This is an optimization exercise on Yosys and OpenROAD, whose aim is small area and few clock cycles, not a production implementation. In this exercise RTL edits were held to simulation tests only and were not proved equivalent to the original. Power is estimated from default activity; no workload was simulated.

File: flow/flow/abc_area.script
strash
&get -n
&fraig -x
&put
scorr
dc2
dretime
strash
&get -n
&deepsyn -T 60
&put
&get -n
&dch -f
&nf
&put
File: flow/config.mk
export PLATFORM = sky130hd
export DESIGN_NAME = pals2_rsc
export DESIGN_NICKNAME = pals2_rsc
export VERILOG_FILES = /design/flow/design.v
export SDC_FILE = /design/flow/constraint.sdc
export NUM_CORES = 4
export LEC_CHECK = 0
export CAP_MARGIN = 20
export CORE_MARGIN = 2
export CORE_UTILIZATION = 40
export CTS_BUF_LIST = sky130_fd_sc_hd__clkbuf_8
export PLACE_DENSITY = 0.6
export SLEW_MARGIN = 20
File: flow/flow/run.sh
#!/bin/bash
set -euo pipefail
here=$(pwd)
# ORFS's synth.tcl, with the abc script replaced right after the preamble sets it
sed "s#^source \$::env(SCRIPTS_DIR)/synth_preamble.tcl\$#&\nset abc_args [lreplace \$abc_args 1 1 $here/flow/abc_area.script]#" \
  "$FLOW_HOME/scripts/synth.tcl" > "$here/synth_area.tcl"
grep -q "abc_area.script" "$here/synth_area.tcl"
# The standard flow's synthesis script, sourcing the copy above instead of ORFS's synth.tcl
sed "s#^source \$::env(SCRIPTS_DIR)/synth.tcl\$#source $here/synth_area.tcl#" \
  "$here/synth_recipe.tcl" > "$here/synth_top.tcl"
grep -q "synth_area.tcl" "$here/synth_top.tcl"
export BUFFER_PORTS_ARGS="-buffer_cell sky130_fd_sc_hd__buf_1"
bash standard.sh SYNTH_SCRIPT="$here/synth_top.tcl" finish > "$here/standard.log" 2>&1
File: flow/standard.sh
#!/bin/bash
# synth_recipe.tcl (not shown) runs the flow's synth.tcl, then flattens the netlist and writes it again
# the make line also repeats each setting of config.mk as NAME=value (left out here)
make -C /OpenROAD-flow-scripts/flow DESIGN_CONFIG=/design/flow/config.mk WORK_HOME=/design/flow/orfs CLKGATE_MAP_FILE= SYNTH_SCRIPT=/design/flow/synth_recipe.tcl "${@:-finish}"
File: flow/design.v
module pals2_rsc (
  input             clk,
  input             rst,           
  input             cmd_valid,
  input      [63:0] cmd_word,
  output            cmd_ready,
  output            rsp_valid,
  output reg  [3:0] rsp_flags,
  output reg [15:0] rsp_data,
  output reg        bus_req,
  output            bus_we,
  output      [6:0] bus_dev,
  output      [7:0] bus_addr,
  output reg  [7:0] bus_wdata,
  output      [3:0] bus_len,
  input             bus_done,
  input             bus_ack,
  input      [79:0] bus_rdata,
  input      [31:0] ms_now
);
  localparam [2:0] S_IDLE0 = 3'b000,    
                   S_IDLE1 = 3'b001,    
                   S_ZERO  = 3'b010,    
                   S_SEQ   = 3'b100,    
                   S_LAST  = 3'b101,    
                   S_ODT   = 3'b110,    
                   S_ODP   = 3'b111;    
  reg  [1:0] st_lo;
  wire [2:0] st = {bus_req, st_lo};
  reg  [3:0] sh_prox;                   
  reg  [2:0] als_rate;                  
  reg  [1:0] gf_sel;
  reg  [2:0] int_pers;                  
  reg        int_ai;                    
  reg        int_pi;                    
  reg        cc_mode;
  reg [15:0] c_prox, c_als, c_blue1, c_blue2;
  reg        v_pa, v_bl;                
  reg  [1:0] hs_state;
  reg [31:0] t0;                        
  reg  [3:0] sticky;
  reg  [5:0] addr;                      
  reg        sel;                       
  wire [7:0] sh_prox8 = {4'h0, sh_prox};
  wire [7:0] sh_als8  = {3'h0, gf_sel, als_rate};
  wire [7:0] sh_int8  = {int_pers, 1'b0, int_ai, int_ai, int_pi, int_pi};
  assign cmd_ready = ~st[2] & ~st[1];
  assign rsp_valid = ~st[2] & ~st[1] & st[0];
  assign bus_dev   = 7'h2A;
  assign bus_addr  = {2'b00, addr};
  assign bus_we    = (st == S_SEQ) | (st == S_ODT) | ((st == S_LAST) & ~addr[4]);
  assign bus_len   = (st == S_ODP) ? {2'b00, addr[4], ~addr[4]} : (cc_mode ? 4'd10 : 4'd4);
  always @(*) begin
    if (addr[5])
      bus_wdata = addr[0] ? (addr[1] ? t0[15:8] : t0[7:0]) : 8'h00;
    else case (addr[2:0])
      3'd0: bus_wdata = (st == S_ODT) ? 8'h02 : 8'h01;
      3'd1: bus_wdata = sh_prox8;
      3'd3: bus_wdata = sh_als8;
      3'd4: bus_wdata = {6'h00, t0[0], st == S_LAST};
      3'd5: bus_wdata = sh_int8;
      default: bus_wdata = 8'h00;
    endcase
  end
  wire  [7:0] opc = cmd_word[7:0];
  wire [15:0] A   = cmd_word[31:16];
  wire [15:0] B   = cmd_word[47:32];
  wire res_zero = (cmd_word[15:8] == 8'h00) && (cmd_word[63:48] == 16'h0000);
  wire a_zero   = (A == 16'h0000);
  wire b_zero   = (B == 16'h0000);
  reg legal;
  always @(*) begin
    case (opc)
      8'h10, 8'h11, 8'h19, 8'h1A: legal = b_zero;
      8'h14, 8'h16:               legal = 1'b1;
      8'h18:                      legal = b_zero && (A[15:1] == 15'h0000);
      8'h01, 8'h12, 8'h13, 8'h15, 8'h17, 8'h20, 8'h21, 8'h22, 8'h23, 8'h24,
      8'h28, 8'h29, 8'h30, 8'h31, 8'h32, 8'h33, 8'h34, 8'h35:
                                  legal = a_zero && b_zero;
      default:                    legal = 1'b0;
    endcase
    legal = legal && res_zero;
  end
  wire invalid = (opc == 8'h10 || opc == 8'h11 || opc == 8'h1A) && a_zero;
  reg [2:0] msb7;
  always @(*) begin
    casez (A[6:0])
      7'b1??????: msb7 = 3'd6;
      7'b01?????: msb7 = 3'd5;
      7'b001????: msb7 = 3'd4;
      7'b0001???: msb7 = 3'd3;
      7'b00001??: msb7 = 3'd2;
      7'b000001?: msb7 = 3'd1;
      default:    msb7 = 3'd0;
    endcase
  end
  wire       a_ge128   = |A[15:7];
  wire       a_ge256   = |A[15:8];
  wire [2:0] prate     = A[7] ? 3'd7 : msb7;
  wire [2:0] pers      = a_ge128 ? 3'd7 : msb7;
  wire [2:0] arate     = (|A[15:3]) ? 3'd7 : A[2:0] - 3'd1;
  reg  [1:0] gain_sel;
  always @(*) begin
    case (A)
      16'd800:   gain_sel = 2'd1;
      16'd3200:  gain_sel = 2'd2;
      16'd25600: gain_sel = 2'd3;
      default:   gain_sel = 2'd0;
    endcase
  end
  reg [15:0] gf_x100;
  always @(*) begin
    case (gf_sel)
      2'd0: gf_x100 = 16'd8179;
      2'd1: gf_x100 = 16'd2217;
      2'd2: gf_x100 = 16'd602;
      default: gf_x100 = 16'd75;
    endcase
  end
  wire  [3:0] sticky_now = sticky | (rsp_valid ? rsp_flags : 4'h0);
  wire [15:0] status  = {7'h00, hs_state, gf_sel, cc_mode, sticky_now};
  wire  [9:0] el_lo;
  wire        el_b;
  assign {el_b, el_lo} = {1'b0, ms_now[9:0]} - {1'b0, t0[9:0]};
  reg  [21:0] t0_inc;                   
  integer k;
  always @(*) begin
    t0_inc[0] = 1'b1;
    for (k = 1; k < 22; k = k + 1)
      t0_inc[k] = &(t0[10 +: 22] | ({22{1'b1}} << k));
  end
  wire [21:0] hi_diff = ms_now[31:10] ^ t0[31:10];
  wire        hi_eq0  = ~|hi_diff;
  wire        hi_eq1  = ~|(hi_diff ^ t0_inc);
  wire        hi_same = el_b ? hi_eq1 : hi_eq0;
  wire        tmo     = !hi_same || (&el_lo[9:5] && (el_lo[4] || (el_lo[3] && |el_lo[2:0])));
  wire accept = cmd_ready & cmd_valid;
  wire done   = st[2] & bus_done;
  always @(posedge clk) begin
    if (accept) begin
      t0[15:0] <= {B[7:0], A[7:0]};
      sel      <= opc[1] | opc[0];
    end else if (done && st == S_ODT)
      t0[15:0] <= ms_now[15:0];
    if (done && st == S_ODT)
      t0[31:16] <= ms_now[31:16];
    if (done && st == S_LAST && addr[4] && bus_ack) begin
      c_prox <= {bus_rdata[7:0], bus_rdata[15:8]};
      c_als  <= {bus_rdata[23:16], bus_rdata[31:24]};
      if (cc_mode) begin
        c_blue1 <= {bus_rdata[55:48], bus_rdata[63:56]};
        c_blue2 <= {bus_rdata[71:64], bus_rdata[79:72]};
      end
    end
    if (accept)
      rsp_flags <= {legal & invalid, ~legal, 2'b00};
    else if (done) begin
      if (!bus_ack)
        rsp_flags[0] <= 1'b1;
      if (st == S_ODP && !addr[4] && !(bus_ack && bus_rdata[6]) && tmo)
        rsp_flags[1] <= 1'b1;
    end
    if (accept) begin
      case (opc)
        8'h01, 8'h10, 8'h12, 8'h13:  addr <= 6'h01;
        8'h11, 8'h14, 8'h15, 8'h16, 8'h17: addr <= 6'h05;
        8'h18:                       addr <= 6'h04;
        8'h19, 8'h1A:                addr <= 6'h03;
        8'h20:                       addr <= 6'h10;
        default:                     addr <= 6'h00;
      endcase
    end else if (done) begin
      case (st)
        S_SEQ: begin
          if (!addr[5] && addr[2] && addr[0])
            addr <= {3'b100, sel, 2'b00};
          else if (!addr[5] && addr[2])
            addr <= 6'h00;
          else
            addr[2:0] <= addr[2:0] + 3'd1;
        end
        S_ODP: begin
          if (bus_ack && bus_rdata[6] || tmo)
            addr <= {4'b0100, sel, 1'b0};
        end
        default: ;
      endcase
    end
  end
  reg  [2:0] st_n;
  always @(*) begin
    st_n = st;
    if (accept) begin
      st_n = S_ZERO;
      if (legal && !invalid) begin
        case (opc)
          8'h01, 8'h14, 8'h16: st_n = S_SEQ;
          8'h10, 8'h11, 8'h12, 8'h13, 8'h15, 8'h17, 8'h18, 8'h19, 8'h1A, 8'h20:
                               st_n = S_LAST;
          8'h28, 8'h29:        st_n = S_ODT;
          default: ;
        endcase
      end
    end else if (st == S_ZERO)
      st_n = S_IDLE1;
    else if (done) begin
      case (st)
        S_SEQ:  if ((!addr[5] && addr[2] && !addr[0]) || (addr[5] && addr[1:0] == 2'd2))
                  st_n = S_LAST;
        S_LAST: st_n = S_IDLE1;
        S_ODT:  st_n = S_ODP;
        S_ODP:  if (addr[4]) st_n = S_IDLE1;
        default: ;
      endcase
    end
  end
  always @(posedge clk)
    st_lo <= rst ? 2'b00 : st_n[1:0];
  always @(posedge clk) begin
    if (rst)
      bus_req <= 1'b0;
    else if (accept)
      bus_req <= st_n[2];
    else if (done && st_n[2] == 1'b0)
      bus_req <= 1'b0;
  end
  always @(posedge clk) begin
    if (rst) begin
      sh_prox  <= 4'h0;
      als_rate <= 3'd0;
      gf_sel   <= 2'd0;
      int_pers <= 3'd0;
      int_ai   <= 1'b0;
      int_pi   <= 1'b0;
      cc_mode  <= 1'b0;
      v_pa     <= 1'b0;
      v_bl     <= 1'b0;
      hs_state <= 2'd0;
      sticky   <= 4'h0;
      rsp_data <= 16'h0000;
    end else begin
      if (rsp_valid)
        sticky <= sticky_now;
      if (accept) begin
        if (legal && !invalid) begin
          case (opc)
            8'h01: begin
              sh_prox <= 4'h0; als_rate <= 3'd0; gf_sel <= 2'd0;
            end
            8'h10: begin
              sh_prox[2:0] <= a_ge256 ? 3'd0 : prate;
              if (a_ge256) sh_prox[3] <= 1'b1;
            end
            8'h11: int_pers <= pers;
            8'h12: sh_prox[3] <= 1'b1;
            8'h13: sh_prox[3] <= 1'b0;
            8'h14: int_pi <= 1'b1;
            8'h15: int_pi <= 1'b0;
            8'h16: int_ai <= 1'b1;
            8'h17: int_ai <= 1'b1;
            8'h18: cc_mode <= 1'b1;
            8'h19: gf_sel <= gain_sel;
            8'h1A: als_rate <= arate;
            8'h21: rsp_data <= v_pa ? c_prox : 16'h0000;
            8'h22: rsp_data <= v_pa ? c_als : 16'h0000;
            8'h23: rsp_data <= v_bl ? c_blue1 : 16'h0000;
            8'h24: rsp_data <= v_bl ? c_blue2 : 16'h0000;
            8'h30: rsp_data <= gf_x100;
            8'h31: rsp_data <= {8'h00, sh_prox8};
            8'h32: rsp_data <= 16'h0000;
            8'h33: rsp_data <= {8'h00, sh_als8};
            8'h34: rsp_data <= {8'h00, sh_int8};
            8'h35: rsp_data <= status;
            default: ;
          endcase
        end
      end else if (done) begin
        if (st == S_LAST && addr[4] && bus_ack) begin
          v_pa <= 1'b1;
          if (cc_mode) v_bl <= 1'b1;
        end
        if (st == S_ODP) begin
          if (addr[4]) begin
            if (bus_ack)
              rsp_data <= {bus_rdata[7:0], bus_rdata[15:8]};
          end else if (bus_ack && bus_rdata[6])
            hs_state <= 2'd2;
          else if (tmo)
            hs_state <= 2'd3;
        end
      end
    end
  end
endmodule
File: flow/constraint.sdc
create_clock -name core_clock -period 5.0 [get_ports {clk}]
set_input_delay 1.0000 -clock core_clock [delete_from_list [all_inputs] [get_ports {clk}]]
set_output_delay 1.0000 -clock core_clock [all_outputs]
set_load 0.01 [all_outputs]
==> results of run 1 <==
-- how the worst min path moves through the flow --
stage / slack, ns / depth (start not counted) / end
after floorplan: 0.42 / 2 / sticky[0]
after global placement: 0.43 / 2 / sticky[2]
after detailed placement: 0.44 / 2 / sticky[2]
after CTS: 0.46 / 2 / sticky[2]
after global routing: 0.49 / 1 / rsp_data[14]
final: 0.46 / 2 / sticky[2]
-- through the flow --
stage,total power (µW),worst slack (ns),std cells
finish,2560,0.937,1224
global route,2660,0.591,1224
CTS,2570,0.986,1224
detailed placement,1670,0.514,1192
global placement,1670,0.534,1192
floorplan,1530,0.865,742
-- metal layers --
layer | track usage [%] | routed length (µm) | vias up | part of all wire [%]
li1 | - | - | 3287 | -
met1 | 31.6 | 10600 | 3156 | 45
met2 | 36.9 | 10700 | 298 | 46
met3 | 5.97 | 1750 | 36 | 7.4
met4 | 7.21 | 450 | 0 | 1.9
met5 | 0 | 0 | - | 0
-- sequential cells by signal, indices dropped and copies added (netlist names) --
signal     count
c_blue2       16
rsp_data      16
int_ai         1
sticky         4
cc_mode        1
hs_state       2
addr           5
c_prox        16
als_rate       3
rsp_flags      4
c_als         16
gf_sel         2
bus_req        1
st_lo          2
int_pers       3
sel            1
c_blue1       16
v_pa           1
sh_prox        4
v_bl           1
t0            32
int_pi         1
-- cell families (layout without fill, tap and decap cells) --
group,count (synthesis),in the layout,share of synthesized area (%)
compound gates,214,214,20.2
xor+xnor,23,23,2.67
fa+ha+maj,21,21,3.58
buf+inv,56,304,3.28
flops,148,148,53.0
mux,3,3,0.414
other cells,2,10,0.0995
simple gates,267,267,16.7
-- power groups by stage --
| stage | Sequential [µW] | Clock (µW) | Combinational [µW] |
|---|---|---|---|
| finish | 1350 | 906 | 302 |
| global route | 1350 | 971 | 337 |
| CTS | 1350 | 917 | 300 |
| detailed placement | 1380 | 0 | 298 |
| global placement | 1380 | 0 | 297 |
| floorplan | 1370 | 0 | 163 |
-- critical path, delay by kind of cell --
family	cells	cell delay, ns
fa+ha+maj	1	0.23
compound gates	7	1.83
simple gates	4	1.09
buf+inv	2	0.27
-- area by class of cell --
cell class | count | area [µm²]
Fill cell | 1820 | 9530
Sequential cell | 148 | 4000
Multi-Input combinational cell | 538 | 3350
Timing Repair Buffer | 226 | 927
Tap cell | 234 | 293
Clock buffer | 17 | 234
Inverter | 46 | 173
Clock inverter | 15 | 133
-- cell usage in the layout (no fill, tap or decap), types with 17 or more instances in the layout --
| cell type | Yosys | final |
|---|---|---|
| ha_1 | 20 | 20 |
| xor2_1 | 17 | 17 |
| buf_4 | 10 | 21 |
| o2bb2ai_1 | 19 | 19 |
| edfxtp_1 | 104 | 104 |
| nor2_1 | 101 | 101 |
| nand2_1 | 53 | 53 |
| buf_1 | 0 | 205 |
| a21oi_1 | 40 | 40 |
| clkinv_1 | 46 | 47 |
| nand3_1 | 21 | 21 |
| dfxtp_1 | 44 | 44 |
| o21ai_0 | 41 | 41 |
| clkbuf_8 | 0 | 17 |
==> flow_metrics.tcl, run 1 <==
set metrics [dict create \
    antenna_found_initial 0 \
    max_slew_margin_pct 26.5 \
    postCtsSetupRepairBufs 0 \
    detail_route.wl_per_cell_um 19.1 \
    htree_num_levels 4 \
    ios 232 \
    power_frac_seq_pct 52.8 \
    rr_worst_depth 12 \
    antenna_cells 0 \
    worstSetupEndpoint "sh_prox[3]" \
    rsz0062_at_grt "false" \
    cap_violations 0 \
    hold_class "reg2reg" \
    reg2reg_slack_ns 1.44 \
    synth_area_leader_cell "edfxtp_1" \
    tightestPinTransition_ns 1.10 \
    power_density_nw_per_um2 280 \
    globalplace.congestion 0.945 \
    clkSinkCount 148 \
    cts_buffer_depth 2 \
    grt_pass1_vias 6567 \
    setup.worst_path.end_class "flip-flop" \
    critPathSlowestCell "a2111oi_0" \
    grt_max_degree 35 \
    nets 1179 \
    core-area_um2 18600 \
    yosysWarningCount 1 \
    post-route-util_pct 48.9 \
    insertion_delay_ns 0.45 \
    setup_tns_ns 0 \
    cpPeakStageDelay_ns 0.49 \
    ant_nets 0 \
    p_leak_uw 0.00301 \
    fmax_mhz 246 \
    global_route.usage.total_pct 23.3 \
    synth_ff_type "edfxtp_1" \
    drv_slew 0 \
    clock-root-buffer "clkbuf_8" \
    setup_viol 0 \
    synth.avg_cell_area_um2 10.3 \
    stdcell_area_um2 9110 \
    die_h_um 141 \
    yosysSeqAreaShare_pct 53.0 \
    drc 0 \
    synth_edf_count 104 \
    fin_hold_ws_ns 0.460 \
    synth_most_common_cell "edfxtp_1" \
    drt_iter0_markers 495 \
    internal_power_uw 1840 \
    timing.rr.end "hs_state[0]" \
    synth-async-reset-ratio_pct 0 \
    die_w_um 141 \
    vias 6777 \
    grt_pass1_wl_mm 35.8 \
    crit_type "in2reg" \
    die_area_um2 20000 \
    fin_crit_sh_pct 81.3 \
    hp-start "sticky[2]" \
    start_util_pct 40.5 \
    worstPathMaxFanout 5 \
    ys_ff_latch 148 \
    status "timing/DRC/antenna clean" \
    reg2reg_from "t0[11]" \
    synth_cells 734 \
    overflow 0 \
    critPathLaunchType "primary input" \
    swShare_pct 28.0 \
    clockPowerShare_pct 35.4 \
    p_switching_uw 716 \
    crit_required_ns 5.35 \
    clock_skew_ns 0.0106 \
    synth_top_area_share_pct 41.4 \
    yosys-top-cells-area "edfxtp_1, dfxtp_1, nor2_1" \
    hpwl_mm 17.4 \
    numCtsBuffers 17 \
    post_cts_resized 0 \
    portBuffers 205 \
    synth_area_um2 7550 \
    crit_start "cmd_word[1]" \
    period_minus_slack_ns 4.06 \
    netlist_top_cells_count "edfxtp_1, nor2_1, nand2_1" \
    crit_arrival_ns 4.41 \
    cts_tree "built" \
    clk_pin_slew_ns 0.09 \
    hold_viol_final 0 \
    synth_cell_types 58 \
    cts_hold_buf 0 \
    pwr-share-comb_pct 11.8 \
    rows 50 \
    layout-drive-gt1-share_pct 5.35 \
    vias_per_cell 5.54 \
    crit_chain "buf_1 > clkinv_1 > ha_1 > nor2b_1 > o21ai_0 > o21ai_0 > nor2b_1 > a2111oi_0 > o211ai_1 > a211o_1 > or2_0 > or4_1 > a221o_1 > o211a_1" \
    dpl-instance-area_um2 8750 \
    ir_worst_vdd_mv 0.244 \
    wl_mm 23.4 \
    firstDrtPassIters 9 \
    syn_to_final_growth_pct 20.7 \
]
Testbench counts, summed over its fixed seeds: cycles 22,592.
==> run 2: changes to the inputs <==
--- a/flow/config.mk
+++ b/flow/config.mk
@@ -6,8 +6,8 @@
 export NUM_CORES = 4
 export LEC_CHECK = 0
-export CAP_MARGIN = 20
+export CAP_MARGIN = 5
 export CORE_MARGIN = 2
 export CORE_UTILIZATION = 40
 export CTS_BUF_LIST = sky130_fd_sc_hd__clkbuf_8
 export PLACE_DENSITY = 0.6
-export SLEW_MARGIN = 20
+export SLEW_MARGIN = 5
==> flow_metrics.tcl, run 2 <==
set metrics [dict create \
    p_leak_uw 0.00301 \
    cts_tree "built" \
    largest_register "t0" \
    synth_top_family_by_area "compound AO/OA/AOI/OAI gates" \
    hpwl_mm 17.4 \
    antenna_cells 0 \
    hold_class "reg2reg" \
    synth-async-reset-ratio_pct 0 \
    detail_route.wl_per_cell_um 19.1 \
    synth_area_um2 7550 \
    rr_worst_depth 12 \
    timing.rr.end "hs_state[0]" \
    setup_tns_ns 0 \
    setup.worst_path.end_class "flip-flop" \
    reg2reg_slack_ns 1.44 \
    die_h_um 141 \
    htree_num_levels 4 \
    largest_register_ffs 32 \
    clock_skew_ns 0.0106 \
    fillCellCount 1820 \
    layout-drive-gt1-share_pct 5.35 \
    worstPathMaxFanout 5 \
    portBuffers 205 \
    max_slew_margin_pct 26.5 \
    overflow 0 \
    crit_arrival_ns 4.41 \
    status "timing/DRC/antenna clean" \
    vias_per_cell 5.54 \
    power_density_nw_per_um2 280 \
    cts_buffer_depth 2 \
    hold_depth 2 \
    rsz0062_at_grt "false" \
    clkSinkCount 148 \
    clock-root-buffer "clkbuf_8" \
    yosysSeqAreaShare_pct 53.0 \
    drc 0 \
    synthSimpleGateAreaFrac_pct 16.7 \
    ys_ff_latch 148 \
    postCtsSetupRepairBufs 0 \
    drv_slew 0 \
    multi_input_area_um2 3350 \
    cts_hold_buf 0 \
    antenna_found_initial 0 \
    synth_fa_ha_area_share_pct 3.58 \
    synth_area_leader_cell "edfxtp_1" \
    synth.avg_cell_area_um2 10.3 \
    reg2reg_from "t0[11]" \
    critPathLaunchType "primary input" \
    grt_pass1_wl_mm 35.8 \
    seq_area_um2 4000 \
    synth_compound_area_share_pct 20.2 \
    cap_violations 0 \
    synth_top_area_share_pct 41.4 \
    firstDrtPassIters 9 \
    netlist_top_cells_count "edfxtp_1, nor2_1, nand2_1" \
    grt_max_degree 35 \
    die_area_um2 20000 \
    ir_worst_vdd_mv 0.244 \
    hold_viol_final 0 \
    stdcell_area_um2 9110 \
    core-area_um2 18600 \
    crit_required_ns 5.35 \
    numCtsBuffers 17 \
    synth_xor_area_share_pct 2.67 \
    fin_crit_sh_pct 81.3 \
    mostFrequentLayoutCell "buf_1" \
    synth_edf_count 104 \
    synth_cell_types 58 \
    yosys-top-cells-area "edfxtp_1, dfxtp_1, nor2_1" \
    post-route-util_pct 48.9 \
    synth_cells 734 \
    grt_pass1_vias 6567 \
    dpl-instance-area_um2 8750 \
    globalplace.congestion 0.945 \
    hold_end "sticky[2]" \
    post_cts_resized 0 \
    wl_mm 23.4 \
    ant_nets 0 \
    ios 232 \
    muxShareOfSynthArea_pct 0.414 \
    fmax_mhz 246 \
    synth_ff_type "edfxtp_1" \
    period_minus_slack_ns 4.06 \
    yosysWarningCount 1 \
    die_w_um 141 \
    crit_type "in2reg" \
    nets 1179 \
    synth_most_common_cell "edfxtp_1" \
    vias 6777 \
    setup_viol 0 \
    final_cell_mix "buf_1, edfxtp_1, nor2_1" \
    global_route.usage.total_pct 23.3 \
    hp-start "sticky[2]" \
    syn_to_final_growth_pct 20.7 \
    insertion_delay_ns 0.45 \
    tightestPinTransition_ns 1.10 \
    start_util_pct 40.5 \
    drt_iter0_markers 495 \
    clk_pin_slew_ns 0.09 \
    rows 50 \
]
[run 2: worst max-delay path: stages]
cell,delay (ns)
buf_1,0.13
clkinv_1,0.14
ha_1,0.23
nor2b_1,0.15
o21ai_0,0.24
o21ai_0,0.14
nor2b_1,0.15
a2111oi_0,0.49
o211ai_1,0.16
a211o_1,0.37
or2_0,0.33
or4_1,0.46
a221o_1,0.31
o211a_1,0.12
[run 2: report_power, final]
part | total (µW) | internal [µW] | switching [µW]
logic | 302 | 112 | 189
clock network | 906 | 399 | 507
registers | 1350 | 1330 | 20.1
[run 2: through the flow]
stage	power [µW]	setup WS [ns]	instances	hold slack [ns]
after floorplan	1530	0.865	742	0.421
after CTS	2570	0.986	1224	0.459
after global placement	1670	0.534	1192	0.430
after global routing	2660	0.591	1224	0.487
final	2560	0.937	1224	0.460
after detailed placement	1670	0.514	1192	0.438
[run 2: how the worst max path moves through the flow]
stage	from	endpoint	slack, ns	depth (start not counted)
after global placement	cmd_word[0]	sh_prox[3]	0.53	14
after global routing	cmd_word[1]	als_rate[0]	0.59	15
after CTS	cmd_word[1]	sh_prox[3]	0.99	14
after detailed placement	cmd_word[1]	sh_prox[3]	0.51	14
final	cmd_word[1]	sh_prox[3]	0.94	14
after floorplan	cmd_word[5]	rsp_data[0]	0.87	11
[run 2: cell type report]
type | count | area share (%)
sequential | 148 | 43.9
multi-input combinational | 538 | 36.8
timing repair buffer | 226 | 10.2
tap | 234 | 3.21
clock buffer | 17 | 2.57
inverter | 46 | 1.89
clock inverter | 15 | 1.46
[run 2: per-layer routing]
layer	vias up	wire (µm)	GRT usage, %
met5	-	0	0
met3	36	1750	5.97
li1	3287	-	-
met1	3156	10600	31.6
met2	298	10700	36.9
met4	0	450	7.21
[run 2: cell families after synthesis]
family                     Yosys count
and+or+nand+nor                    267
AOI/OAI and AO/OA                  214
DFF                                148
buffers and inverters               56
xor gates and xnor gates            23
adders and majority gates           21
muxes                                3
other                                2
==> run 3: changes to the inputs <==
==> flow/config.mk (replaced) <==
export PLATFORM = sky130hd
export DESIGN_NAME = pals2_rsc
export DESIGN_NICKNAME = pals2_rsc
export VERILOG_FILES = /design/flow/design.v
export SDC_FILE = /design/flow/constraint.sdc
export NUM_CORES = 4
export LEC_CHECK = 0
export CAP_MARGIN = 20
export CORE_MARGIN = 2
export CORE_UTILIZATION = 60
export CTS_BUF_LIST = sky130_fd_sc_hd__clkbuf_4 sky130_fd_sc_hd__clkbuf_8
export PLACE_DENSITY = 0.75
export SLEW_MARGIN = 20
==> flow_metrics.tcl, run 3 <==
set metrics [dict create \
    core-area_um2 12200 \
    postCtsSetupRepairBufs 0 \
    power_density_nw_per_um2 282 \
    post_cts_resized 0 \
    die_h_um 116 \
    synth_top_area_share_pct 41.4 \
    clock-root-buffer "clkbuf_8" \
    timing.rr.end "addr[4]" \
    synth_area_um2 7550 \
    start_util_pct 62.1 \
    yosys-top-cells-area "edfxtp_1, dfxtp_1, nor2_1" \
    drv_slew 0 \
    htree_num_levels 4 \
    rr_worst_depth 9 \
    tightestPinTransition_ns 0.868 \
    max_slew_margin_pct 41.8 \
    cts_buffer_depth 2 \
    hpwl_mm 16.7 \
    wl_mm 22.3 \
    syn_to_final_growth_pct 19.2 \
    antenna_cells 0 \
    largest_register_ffs 32 \
    drt_iter0_markers 927 \
    mostFrequentLayoutCell "buf_1" \
    fmax_mhz 241 \
    cts_hold_buf 0 \
    antenna_found_initial 0 \
    setup.worst_path.end_class "flip-flop" \
    yosysWarningCount 1 \
    ios 232 \
    clkSinkCount 148 \
    hold_viol_final 0 \
    layout-drive-gt1-share_pct 5.08 \
    final_cell_mix "buf_1, edfxtp_1, nor2_1" \
    cap_violations 0 \
    synth_cell_types 58 \
    overflow 0 \
    numCtsBuffers 17 \
    global_route.usage.total_pct 34.0 \
    status "timing/DRC/antenna clean" \
    synth.avg_cell_area_um2 10.3 \
    synth_most_common_cell "edfxtp_1" \
    portBuffers 205 \
    grt_max_degree 35 \
    hp-start "sticky[2]" \
    ant_nets 0 \
    worstPathMaxFanout 9 \
    grt_pass1_vias 6892 \
    hold_class "reg2reg" \
    period_minus_slack_ns 4.14 \
    place_inst 1120 \
    die_w_um 116 \
    crit_required_ns 5.37 \
    rows 40 \
    clock_skew_ns 0.0103 \
    vias_per_cell 6.18 \
    yosysSeqAreaShare_pct 53.0 \
    p_leak_uw 0.00298 \
    fin_cells 1152 \
    crit_type "in2reg" \
    synth_area_leader_cell "edfxtp_1" \
    fin_crit_sh_pct 82.9 \
    critPathLaunchType "primary input" \
    crit_start "cmd_word[1]" \
    cts_tree "built" \
    setup_viol 0 \
    die_area_um2 13500 \
    synth-async-reset-ratio_pct 0 \
    ir_worst_vdd_mv 0.271 \
    detail_route.wl_per_cell_um 19.4 \
    synth_ff_type "edfxtp_1" \
    worstSetupEndpoint "sh_prox[3]" \
    netlist_top_cells_count "edfxtp_1, nor2_1, nand2_1" \
    setup_tns_ns 0 \
    firstDrtPassIters 6 \
    synth_cells 734 \
    synth_edf_count 104 \
    globalplace.congestion 1.02 \
    vias 7123 \
    crit_arrival_ns 4.51 \
    grt_pass1_wl_mm 34.4 \
    largest_register "t0" \
    drc 0 \
    ys_ff_latch 148 \
    clk_pin_slew_ns 0.09 \
    nets 1173 \
    reg2reg_slack_ns 1.46 \
    fillCellCount 918 \
    insertion_delay_ns 0.48 \
    reg2reg_from "t0[10]" \
    rsz0062_at_grt "false" \
]
-- run 3: cells by family (layout without fill, tap and decap cells) --
logic type	after synthesis	count (layout)	synth area share [%]
muxes	3	3	0.414
other	2	10	0.0995
DFF	148	148	53.0
xor gates and xnor gates	23	23	2.67
AOI/OAI and AO/OA	214	214	20.2
and+or+nand+nor	267	267	16.7
buffers and inverters	56	298	3.28
adders and majority gates	21	21	3.58
-- run 3: power by group --
| group | internal, µW | switching [µW] | leakage (µW) |
|---|---|---|---|
| logic | 111 | 191 | 0.00149 |
| registers | 1330 | 19.4 | 0.00130 |
| clock network | 366 | 526 | 0.000193 |
| total | 1800 | 736 | 0.00298 |
-- run 3: how the worst min path moves through the flow --
stage	to	depth (start not counted)	slack, ns
6_report	sticky[2]	2	0.46
5_1_grt	rsp_data[13]	1	0.49
4_1_cts	sticky[2]	2	0.47
3_5_place_dp	sticky[2]	2	0.44
3_3_place_gp	sticky[2]	2	0.43
2_1_floorplan	sticky[0]	2	0.42
-- run 3: stage by stage --
step           total power, µW  hold slack (ns)  area, µm²  setup slack, ns  util [%]
2_1_floorplan             1530            0.421       7580            0.865         -
3_3_place_gp              1660            0.432       8620            0.484      70.9
3_5_place_dp              1670            0.445       8620            0.421      70.9
4_1_cts                   2540            0.467       9000            0.896      74.0
5_1_grt                   2630            0.492       9000            0.582      74.0
6_report                  2540            0.465       9000            0.855      74.0
-- run 3: layer usage --
| metal | GRT usage, % | vias up | wire length, µm |
|---|---|---|---|
| met5 | 0 | - | 0 |
| met4 | 13.3 | 0 | 557 |
| met3 | 7.99 | 56 | 2150 |
| met2 | 55.9 | 459 | 10800 |
| met1 | 44.0 | 3324 | 8830 |
| li1 | - | 3284 | - |
-- run 3: worst max-delay path, cell delays in order --
cell and delay [ns]:
buf_1 0.14, clkinv_1 0.14, ha_1 0.31, nor2b_1 0.18, o21ai_0 0.26, o21ai_0 0.17, nor2b_1 0.18, a2111oi_0 0.39
o211ai_1 0.17, a211o_1 0.38, or2_0 0.31, or4_1 0.45, a221o_1 0.31, o211a_1 0.12
-- run 3: layout make-up --
cell class	instances	area, µm²	area share (%)
clock buffers	17	234	2.60
clock inverters	15	145	1.61
well taps	168	210	2.34
flip-flops and latches	148	4000	44.5
inverters	46	173	1.92
multi-input cells	538	3350	37.2
repair buffers	220	882	9.80

-- what the ideal ports hide --
How much do the figures lean on ideal ports? The routed layouts below were timed once more, with nothing changed but the port constraints.
Step 1: set_driving_cell puts a clkbuf_16 on clk and a buf_2 on each other input, an assumption about the parent block.
Step 2 also shifts input and output timing later by t, the mid clock arrival at the registers, as if the neighbouring blocks saw the same clock.
Slacks: ideal ports / drivers / drivers and shift; pairs: ideal ports / drivers.
run | t, ns | setup WS [ns] | pins driven straight from the clock port
run 1 | 0.484 | 0.937 / 0.944 / 0.459 | 1
run 2 | 0.484 | 0.937 / 0.944 / 0.459 | 1
run 3 | 0.507 | 0.855 / 0.858 / 0.351 | 1
After both steps every run listed still meets setup and hold. For run 3, which loses most, drivers alone change the setup slack by +0.003 ns; drivers and shift together by -0.504 ns.
